Background: an optimization exercise with open tools, aiming at small area, a short achievable clock period and few clock cycles per item. Do not read the settings as production practice. Function was checked by simulation only, so behaviour that the tests miss may differ from the original. Power figures rest on the tool's default switching activity, not on a simulated workload.

==> flow/design.v <==
module olidx_voice_codec (
    input  wire       clk,
    input  wire       rst,         
    input  wire       in_valid,
    output wire       in_ready,
    input  wire [7:0] in_data,
    input  wire       in_unpack,   
    output wire       out_valid,
    input  wire       out_ready,
    output wire [7:0] out_data,
    output wire       out_last,
    output wire [6:0] out_chk
);
    localparam [7:0] ULEN = 8'd155;    
    localparam [7:0] PLEN = 8'd128;    
    localparam S_LOAD = 1'b0;
    localparam S_EMIT = 1'b1;
    reg         state;
    reg         mode;       
    reg  [7:0]  idx;        
    reg  [6:0]  acc;        
    reg  [1239:0] bq;       
    wire in_fire  = in_valid && in_ready;
    wire out_fire = out_valid && out_ready;
    wire       load_mode = (idx == 8'd0) ? in_unpack : mode;
    wire [7:0] in_len    = load_mode ? PLEN : ULEN;
    wire [7:0] out_len   = mode ? ULEN : PLEN;
    assign in_ready  = (state == S_LOAD);
    assign out_valid = (state == S_EMIT);
    assign out_last  = (idx == out_len - 8'd1);
    always @(posedge clk) begin
        if (rst) begin
            state <= S_LOAD;
            mode  <= 1'b0;
            idx   <= 8'd0;
            acc   <= 7'd0;
        end else if (state == S_LOAD) begin
            if (in_fire) begin
                if (idx == 8'd0)
                    mode <= in_unpack;
                if (idx == in_len - 8'd1) begin
                    state <= S_EMIT;
                    idx   <= 8'd0;
                end else begin
                    idx <= idx + 8'd1;
                end
            end
        end else begin
            if (out_fire) begin
                if (out_last) begin
                    state <= S_LOAD;
                    idx   <= 8'd0;
                    acc   <= 7'd0;
                end else begin
                    idx <= idx + 8'd1;
                    acc <= acc + out_data[6:0];
                end
            end
        end
    end
    integer i;
    always @(posedge clk) begin
        if (in_fire) begin
            for (i = 0; i < 155; i = i + 1)
                if (idx == i[7:0])
                    bq[8*i +: 8] <= in_data;
        end
    end
    wire [1023:0] pk;
    genvar s, r;
    generate
        for (s = 0; s < 6; s = s + 1) begin : g_pack_slot
            localparam integer U = 21 * s;
            localparam integer P = 17 * s;
            for (r = 0; r < 11; r = r + 1) begin : g_whole
                assign pk[8*(P+r) +: 8] = bq[8*(U+r) +: 8];    
            end
            assign pk[8*(P+11) +: 8] = {4'b0, bq[8*(U+12) +: 2], bq[8*(U+11) +: 2]};  
            assign pk[8*(P+12) +: 8] = {1'b0, bq[8*(U+20) +: 4], bq[8*(U+13) +: 3]};  
            assign pk[8*(P+13) +: 8] = {3'b0, bq[8*(U+15) +: 3], bq[8*(U+14) +: 2]};  
            assign pk[8*(P+14) +: 8] = bq[8*(U+16) +: 8];                             
            assign pk[8*(P+15) +: 8] = {2'b0, bq[8*(U+18) +: 5], bq[8*(U+17) +: 1]};  
            assign pk[8*(P+16) +: 8] = bq[8*(U+19) +: 8];                             
        end
    endgenerate
    generate
        for (r = 0; r < 8; r = r + 1) begin : g_pack_peg
            assign pk[8*(102+r) +: 8] = bq[8*(126+r) +: 8];   
        end
        for (r = 0; r < 4; r = r + 1) begin : g_pack_lfo
            assign pk[8*(112+r) +: 8] = bq[8*(137+r) +: 8];   
        end
        for (r = 0; r < 10; r = r + 1) begin : g_pack_name
            assign pk[8*(118+r) +: 8] = bq[8*(145+r) +: 8];   
        end
    endgenerate
    assign pk[8*110 +: 8] = {3'b0, bq[8*134 +: 5]};                                  
    assign pk[8*111 +: 8] = {4'b0, bq[8*136 +: 1], bq[8*135 +: 3]};                  
    assign pk[8*116 +: 8] = {1'b0, bq[8*143 +: 3], bq[8*142 +: 3], bq[8*141 +: 1]};  
    assign pk[8*117 +: 8] = bq[8*144 +: 8];                                          
    wire [1239:0] up;
    generate
        for (s = 0; s < 6; s = s + 1) begin : g_unpk_slot
            localparam integer U = 21 * s;
            localparam integer P = 17 * s;
            for (r = 0; r < 11; r = r + 1) begin : g_whole
                assign up[8*(U+r) +: 8] = bq[8*(P+r) +: 8];
            end
            assign up[8*(U+11) +: 8] = {6'b0, bq[8*(P+11)     +: 2]};  
            assign up[8*(U+12) +: 8] = {6'b0, bq[8*(P+11) + 2 +: 2]};  
            assign up[8*(U+13) +: 8] = {5'b0, bq[8*(P+12)     +: 3]};  
            assign up[8*(U+14) +: 8] = {6'b0, bq[8*(P+13)     +: 2]};  
            assign up[8*(U+15) +: 8] = {5'b0, bq[8*(P+13) + 2 +: 3]};  
            assign up[8*(U+16) +: 8] = bq[8*(P+14) +: 8];              
            assign up[8*(U+17) +: 8] = {7'b0, bq[8*(P+15)     +: 1]};  
            assign up[8*(U+18) +: 8] = {3'b0, bq[8*(P+15) + 1 +: 5]};  
            assign up[8*(U+19) +: 8] = bq[8*(P+16) +: 8];              
            assign up[8*(U+20) +: 8] = {4'b0, bq[8*(P+12) + 3 +: 4]};  
        end
    endgenerate
    generate
        for (r = 0; r < 8; r = r + 1) begin : g_unpk_peg
            assign up[8*(126+r) +: 8] = bq[8*(102+r) +: 8];
        end
        for (r = 0; r < 4; r = r + 1) begin : g_unpk_lfo
            assign up[8*(137+r) +: 8] = bq[8*(112+r) +: 8];
        end
        for (r = 0; r < 10; r = r + 1) begin : g_unpk_name
            assign up[8*(145+r) +: 8] = bq[8*(118+r) +: 8];
        end
    endgenerate
    assign up[8*134 +: 8] = {3'b0, bq[8*110     +: 5]};  
    assign up[8*135 +: 8] = {5'b0, bq[8*111     +: 3]};  
    assign up[8*136 +: 8] = {7'b0, bq[8*111 + 3 +: 1]};  
    assign up[8*141 +: 8] = {7'b0, bq[8*116     +: 1]};  
    assign up[8*142 +: 8] = {5'b0, bq[8*116 + 1 +: 3]};  
    assign up[8*143 +: 8] = {5'b0, bq[8*116 + 4 +: 3]};  
    assign up[8*144 +: 8] = bq[8*117 +: 8];              
    assign out_data = mode ? up[8*idx +: 8] : pk[8*idx[6:0] +: 8];
    assign out_chk  = 7'd0 - (acc + out_data[6:0]);
endmodule
==> flow/run.sh <==
#!/bin/bash
# synth_recipe.tcl (not shown) runs the flow's synth.tcl, then flattens the netlist and writes it again
# the make line also repeats each setting of config.mk as NAME=value (left out here)
make -C /OpenROAD-flow-scripts/flow DESIGN_CONFIG=/design/flow/config.mk WORK_HOME=/design/flow/orfs CLKGATE_MAP_FILE= SYNTH_SCRIPT=/design/flow/synth_recipe.tcl finish
==> flow/config.mk <==
export PLATFORM = sky130hd
export DESIGN_NAME = olidx_voice_codec
export DESIGN_NICKNAME = olidx_voice_codec
export VERILOG_FILES = /design/flow/design.v
export SDC_FILE = /design/flow/constraint.sdc
export NUM_CORES = 4
export LEC_CHECK = 0
export CAP_MARGIN = 20
export CORE_MARGIN = 2
export CORE_UTILIZATION = 40
export PLACE_DENSITY = 0.6
export SLEW_MARGIN = 20
==> flow/constraint.sdc <==
create_clock -name core_clock -period 9.0 [get_ports {clk}]
set_input_delay 1.8000 -clock core_clock [delete_from_list [all_inputs] [get_ports {clk}]]
set_output_delay 1.8000 -clock core_clock [all_outputs]
set_load 0.01 [all_outputs]
==> impl_metrics.yaml <==
sta:
  number_of_hold_violations_in_the_final_report: 0
  timing.fmax_ghz: 0.115
  setup-tns-final_ns: 0
  setup_viol_count_final: 0
  maxSlewHeadroom_pct: 10.0
  grt_setup_unrepaired: "no"
  timing_worst_slew_pin_value_ns: 1.35
  report.final.slew_viol_count: 0
  layout_setup_ws_ns: 0.303
  final.setup_skew_ns: 0.0347
  timing.final.crit_share_pct: 96.6
  fin_crit_ns: 8.70
grt:
  first_global_vias: 30600
  grt_pass1_wl_um: 239000
  globalRouteTotalUtil_pct: 25.0
  global_route.overflow_total: 0
  antenna_found_initial: 5
  grt_start_max_net_pins: 92
die:
  die-width_um: 366
  start_util_pct: 40.4
  core_area_um2: 130000
  die_area_um2: 134000
  std_cell_rows: 132
  ios: 31
  floorplan.die.height_um: 366
finish:
  mostFrequentLayoutCell: "sky130_fd_sc_hd__edfxtp_1"
  layout-drive-gt1-share_pct: 23.9
  finish.net_count: 3034
  area_growth_syn_to_layout_pct: 12.8
  layout.cells.most_common_list: "sky130_fd_sc_hd__edfxtp_1, sky130_fd_sc_hd__mux4_2, sky130_fd_sc_hd__nor2_1"
route:
  remaining_drc_errors: 0
  detail_route.iter0.violations: 4370
  drtPass1Iterations: 5
  finalWirelength_um: 170000
  drt-vias-per-instance: 6.37
  via_count: 30900
  drtAntennaViolNets: 0
  routed_wire_length_per_instance_um: 35.0
clock_network:
  clk_pin_slew_worst_paths_ns: 0.06
  cts.sinks: 1194
  cts_tree: "built"
  clock_tree.root_cell: "sky130_fd_sc_hd__clkbuf_16"
  cts_max_level: 4
  clockBufferDepth: 3
  worst_skew_pair.late_latency_ns: 0.77
  cts_inserted_buffers: 130
min_path:
  min_from: "acc[0]"
  hold_path.class: "reg2reg"
  hold_depth: 2
  min_delay_worst_endpoint: "acc[0]"
flow_run:
  cap_violations: 0
placement:
  place.gp.congestion: 0.981
  hpwl_um: 112000
  pre_cts_ws_ns: 0.822
  port-buffer-count: 30
setup_path:
  critical_path.reg2reg.startpoint: "idx[1]"
  cp_data_required_time_ns: 7.20
  timing.critical_path.cells: "buf_12 -> nor2b_4 -> buf_4 -> o2bb2ai_1 -> a221oi_1 -> o311ai_0 -> a21oi_1 -> o21ai_1 -> ha_1 -> a31oi_1 -> o21ai_0 -> nor3_1 -> nor2_1 -> a221o_1 -> nor2_1 -> xnor2_1 -> clkdlybuf4s50_1"
  timing.critical_path.fanout_max: 52
  critPathMostFrequentCell: "sky130_fd_sc_hd__nor2_1"
  critical_path.reg2reg.endpoint: "acc[6]"
  reg2reg_setup_slack_ns: 3.37
  end_kind: "output port"
  category_of_the_most_critical_setup_path: "reg2out"
  critical_path.slowest_cell: "sky130_fd_sc_hd__o311ai_0"
  crit_path_max_incr_delay_ns: 0.81
  worst-endpoint-arrival_ns: 6.90
  ff2ff_path_depth: 16
  start_kind: "register"
run_status:
  run_status: "timing/DRC/antenna clean"
synthesis:
  synth.ff_latch_count: 1194
  yosysWarnings: 1
  synth_area_per_cell_um2: 17.8
  synthesis.nets: 2968
  async_flop_share_pct: 0
  yosys.area.top_type: "sky130_fd_sc_hd__edfxtp_1"
  synth.lib_cells_used.distinct: 86
  synthDominantCellAreaShare_pct: 67.4
  synth.area.top_cells: "sky130_fd_sc_hd__edfxtp_1, sky130_fd_sc_hd__mux4_2, sky130_fd_sc_hd__mux2i_1"
  syn-cell-area_um2: 52500
  synth_edf_count: 1177
  post_synth_inst_count: 2943
  synth-seq-area-share_pct: 68.0
  synth_ff_type: "sky130_fd_sc_hd__edfxtp_1"
pwr:
  power.density_cell_area_nw_per_um2: 215
  static_leakage_nw: 17.9
  irDropWorstVdd_mv: 0.204
state kept, by name (all words and copies together) (netlist names):
signal,cells
state,1
mode,1
bq,1177
idx,8
acc,7
metal layers:
| metal | global-route usage (%) | routed length [um] |
|---|---|---|
| met2 | 37.8 | 77300 |
| met1 | 34.5 | 66600 |
| met5 | 0 | 48 |
| met4 | 11.0 | 7910 |
| met3 | 6.02 | 18100 |
worst max-delay path, delay by kind of cell, from the launching register on:
family | cells | cell delay (ns)
simple gates | 4 | 1.08
fa+ha+maj | 1 | 0.37
buf+inv | 3 | 1.24
xor+xnor | 1 | 0.17
flops | 1 | 0.59
compound gates | 8 | 2.62
cell families after synthesis:
kind of cell	after synthesis	share of synthesized area, %
flops	1194	68.0
xor+xnor	17	0.284
compound gates	436	5.70
mux	526	18.8
fa+ha+maj	12	0.300
buf+inv	235	2.50
simple gates	523	4.42
through the flow:
| step | instance area (um2) | total power, mW | hold slack (ns) | instances | util [%] |
|---|---|---|---|---|---|
| final | 59200 | 12.7 | 0.511 | 4857 | 45.6 |
| after global routing | 59200 | 13.1 | 0.564 | 4856 | 45.6 |
| after CTS | 59000 | 12.8 | 0.514 | 4849 | 45.5 |
| after detailed placement | 54800 | 7.42 | 0.499 | 4611 | 42.2 |
| after global placement | 54800 | 7.41 | 0.484 | 4611 | 42.2 |
| after floorplan | 52500 | 6.95 | 0.461 | 2943 | - |
what timing repair did:
item / in CTS / in global routing
setup endpoints to repair: 1 / 1
hold endpoints to repair: 0 / 0
setup buffers: 1 / 6
resized for setup: 0 / 5
hold buffers: 0 / 0
cell type report:
| type | instances | area (um2) |
|---|---|---|
| clock buffer | 157 | 3450 |
| sequential | 1194 | 35700 |
| multi-input combinational | 1514 | 15500 |
| tap | 1742 | 2180 |
| inverter | 23 | 91.3 |
| antenna | 1 | 2.50 |
| timing repair buffer | 146 | 1450 |
| clock inverter | 80 | 797 |
| fill | 11100 | 70600 |
where the power goes:
group          leakage [nW]  internal (mW)  switching, mW
clock                  2.08           3.14           2.26
sequential             10.7           6.11        0.00963
combinational          5.15          0.489          0.728
cell usage after synthesis, drive strengths merged (23+ instances only):
master  instances
o21ai          94
mux4          357
edfxtp       1177
nand2         134
clkbuf         69
nor3           23
a221oi         36
mux2i         113
nand3          41
a21oi          96
a22oi          30
nor2          244
buf           143
mux2           56
worst max path at each step:
stage | startpoint | end | slack, ns | depth (start not counted)
after global placement | idx[1] | out_chk[6] | 0.83 | 19
final | idx[1] | out_chk[6] | 0.30 | 17
after CTS | idx[0] | out_chk[6] | 0.004 | 17
after global routing | idx[0] | out_chk[6] | 0.11 | 19
after floorplan | idx[1] | out_chk[6] | 2.35 | 21
after detailed placement | idx[1] | out_chk[6] | 0.82 | 19
Testbench counts, summed over its fixed seeds: cycles 54,336, records 192.

port drivers added, routing unchanged:
The results above use ideal ports. As a check the final layout listed here was re-extracted and re-timed, cells and wires unchanged. Step 1, drivers: a clkbuf_16 drives clk and a buf_2 each remaining input, both assumed. Step 2 moves the port delays by t, midway between the first and last clock arrival at a register: inputs arrive t later, outputs are due t later. That takes back most of the time a late clock gives input paths. a / b / c = no drivers / after step 1 / after step 2; a / b = the first two.
t (ns): 0.825
setup slack, ns: 0.303 / 0.236 / 1.061
clock arrival spread, ns: 0.040 / 0.040
After both steps setup and hold are still met in this run. The setup slack of this run moves by -0.067 ns with the drivers and by +0.758 ns with both steps.
